Source: an optimization exercise on an open RTL-to-GDS flow (aim: small area). Production flows keep margins and buffers that such runs may drop. No activity file was given, so power comes from the tool's default toggle rates.

// fcb
module fcb (
    input  wire        CLK,
    input  wire        RST,
    input  wire [3:0]  COL_IN,
    input  wire        DATA_IN,
    output wire [3:0]  ROW_OUT,
    output wire        COL_PULL,
    output wire        DATA_OE,
    output wire        DATA_OUT,
    output wire        DATA_PU,
    output reg  [15:0] MOTOR_DUTY,
    output reg         MOTOR_WR,
    output reg         MOTOR_EN,
    output wire [52:0] DISP_WORD,
    output wire        DISP_WR,
    output wire        IL_TRIPPED,
    output wire [1:0]  SN_STATUS,
    output wire [4:0]  KEY_CODE
);
    wire [2:0] cs_speed;
    wire [1:0] cs_mode;
    wire [1:0] cs_thr;
    wire       fg_duty_we, bg_duty_we;
    wire [2:0] fg_duty, bg_duty;
    reg  [2:0] duty;
    fcb_fg u_fg (
        .clk        (CLK),
        .rst        (RST),
        .col_in     (COL_IN),
        .il_tripped (IL_TRIPPED),
        .row_out    (ROW_OUT),
        .kp_res     (KEY_CODE),
        .cs_speed   (cs_speed),
        .cs_mode    (cs_mode),
        .cs_thr     (cs_thr),
        .duty_we    (fg_duty_we),
        .duty_val   (fg_duty)
    );
    fcb_bg u_bg (
        .clk        (CLK),
        .rst        (RST),
        .data_in    (DATA_IN),
        .cs_speed   (cs_speed),
        .cs_mode    (cs_mode),
        .cs_thr     (cs_thr),
        .data_oe    (DATA_OE),
        .data_out   (DATA_OUT),
        .il_tripped (IL_TRIPPED),
        .sn_status  (SN_STATUS),
        .disp_word  (DISP_WORD),
        .disp_wr    (DISP_WR),
        .duty_we    (bg_duty_we),
        .duty_val   (bg_duty)
    );
    assign COL_PULL = 1'b1;
    assign DATA_PU  = ~DATA_OE;
    always @(*) begin
        casez (duty)
            3'b000:  MOTOR_DUTY = 16'd0;
            3'b001:  MOTOR_DUTY = 16'd19660;
            3'b010:  MOTOR_DUTY = 16'd39321;
            3'b011:  MOTOR_DUTY = 16'd52428;
            default: MOTOR_DUTY = 16'd65535;
        endcase
    end
    always @(posedge CLK) begin
        if (RST) begin
            duty     <= 3'd0;
            MOTOR_WR <= 1'b0;
            MOTOR_EN <= 1'b0;
        end else begin
            MOTOR_EN <= 1'b1;
            MOTOR_WR <= bg_duty_we | fg_duty_we;
            if (bg_duty_we)
  ...
Size: about 95 I/O pins.
export LEC_CHECK = 0
export CAP_MARGIN = 20
export CORE_MARGIN = 2
export CORE_UTILIZATION = 65
export CTS_BUF_LIST = sky130_fd_sc_hd__clkbuf_8
export SLEW_MARGIN = 20
create_clock -name core_clock -period 10.0 [get_ports {CLK}]
run.sh (not shown) runs the stock make flow with config.mk's settings and CLKGATE_MAP_FILE= SYNTH_SCRIPT=/design/flow/synth_recipe.tcl, a recipe that flattens the netlist after the stock synthesis.
The first run ran to the end with no violations.
Change:
==> flow/flow/run.sh (new file) <==
#!/bin/bash
# Standard layout (the standard.sh, unchanged synthesis), except that the
# port buffers are the smallest buffer cell instead of the one buffer_ports picks.
set -euo pipefail
bash standard.sh "BUFFER_PORTS_ARGS=-buffer_cell sky130_fd_sc_hd__buf_1" finish > standard_make.log 2>&1
==> flow/standard.sh (new file) <==
#!/bin/bash
# synth_recipe.tcl (not shown) runs the flow's synth.tcl, then flattens the netlist and writes it again
# the make line also repeats each setting of config.mk as NAME=value (left out here)
make -C /OpenROAD-flow-scripts/flow DESIGN_CONFIG=/design/flow/config.mk WORK_HOME=/design/flow/orfs CLKGATE_MAP_FILE= SYNTH_SCRIPT=/design/flow/synth_recipe.tcl "${@:-finish}"
- CORE_UTILIZATION: 65 -> 40
removed: flow/run.sh
Effect: Design area went down by about 4.3%; core utilization went down by 32 points; via count went down by about 4%; routed wire length went down by 2.8%; power went up by 0.65%; synthesized area stays the same; flip-flop and latch count does not change; cell count went up by about 9%; sequential share of layout area went up by 1.8 points.
Function was not checked in any run of this note: the RTL went through the layout flow alone.

========
fcb, a different RTL version from the one above (not shown whole).
Size in the first run: about 880 cells after synthesis, roughly 150 flip-flops, about 8400 sq um of cells after synthesis.
==> flow/design.v (excerpt) <==
module fcb (
    input  wire        CLK,
    input  wire        RST,
    input  wire [3:0]  COL_IN,
    input  wire        DATA_IN,
    output wire [3:0]  ROW_OUT,
    output wire        COL_PULL,
    output wire        DATA_OE,
    output wire        DATA_OUT,
    output wire        DATA_PU,
    output reg  [15:0] MOTOR_DUTY,
    output reg         MOTOR_WR,
    output reg         MOTOR_EN,
    output wire [52:0] DISP_WORD,
    output wire        DISP_WR,
    output wire        IL_TRIPPED,
    output wire [1:0]  SN_STATUS,
    output wire [4:0]  KEY_CODE
);
clock: 10.0 ns
lec_check: 0
cap_margin: 20
core_margin: 2
core_utilization: 40
cts_buf_list: sky130_fd_sc_hd__clkbuf_8
slew_margin: 20
Stock flow here: none of the scripts above is used.
The starting point ran to the end with no violations.
Edit:
- ABC_AREA: unset -> 1
- CTS_BUF_LIST: sky130_fd_sc_hd__clkbuf_8 -> unset
The changed run finished with timing, DRC and antenna clean; final area rises by about 3.6%; total power is lower by about 2%; utilization went up by 1.1 points; sequential share of layout area drops by 1.3 points; clock-buffer cell count drops by 1; non-clock buffer count is lower by 1; clock skew stays flat; area after synthesis goes up by about 2.7%; via count climbs by 9.6%; synthesized cell count rises by 25%.
Function was not checked in any run of this note: the RTL went through the layout flow alone.

static timing again, ports no longer ideal:
The flow's constraints put no driver on any port. The routed layouts listed below were extracted and timed again, unchanged, in two steps.
Step 1 (the two cells are an assumption about what drives the block):
set clk [get_ports {CLK}]
set_driving_cell -lib_cell sky130_fd_sc_hd__clkbuf_16 $clk
set_driving_cell -lib_cell sky130_fd_sc_hd__buf_2 [delete_from_list [all_inputs] $clk]
Step 2 adds t to the input delays and takes it off the output delays; t is the mean of the earliest and latest rising clock arrival at the registers after step 1. Input paths then give back, and output paths get back, about the clock's delay inside the block.
Three values: ideal ports, drivers, drivers and shift; two values: the first two.
run | shift t [ns] | setup slack, ns | hold WS [ns] | worst slew at a driven data input, ns | cell pins on the clock port's net
the first run of note 1 | 0.482 | 5.020 / 5.020 / 5.020 | 0.462 / 0.462 / 0.462 | 0.03 | 1
the second run of note 1 | 0.487 | 5.088 / 5.088 / 5.088 | 0.454 / 0.454 / 0.454 | 0.05 | 1
the first run of note 2 | 0.493 | 4.945 / 4.945 / 4.945 | 0.456 / 0.456 / 0.456 | 0.04 | 1
the second run of note 2 | 0.462 | 5.564 / 5.564 / 5.564 | 0.436 / 0.436 / 0.436 | 0.04 | 1
After both steps every run listed still meets setup and hold.
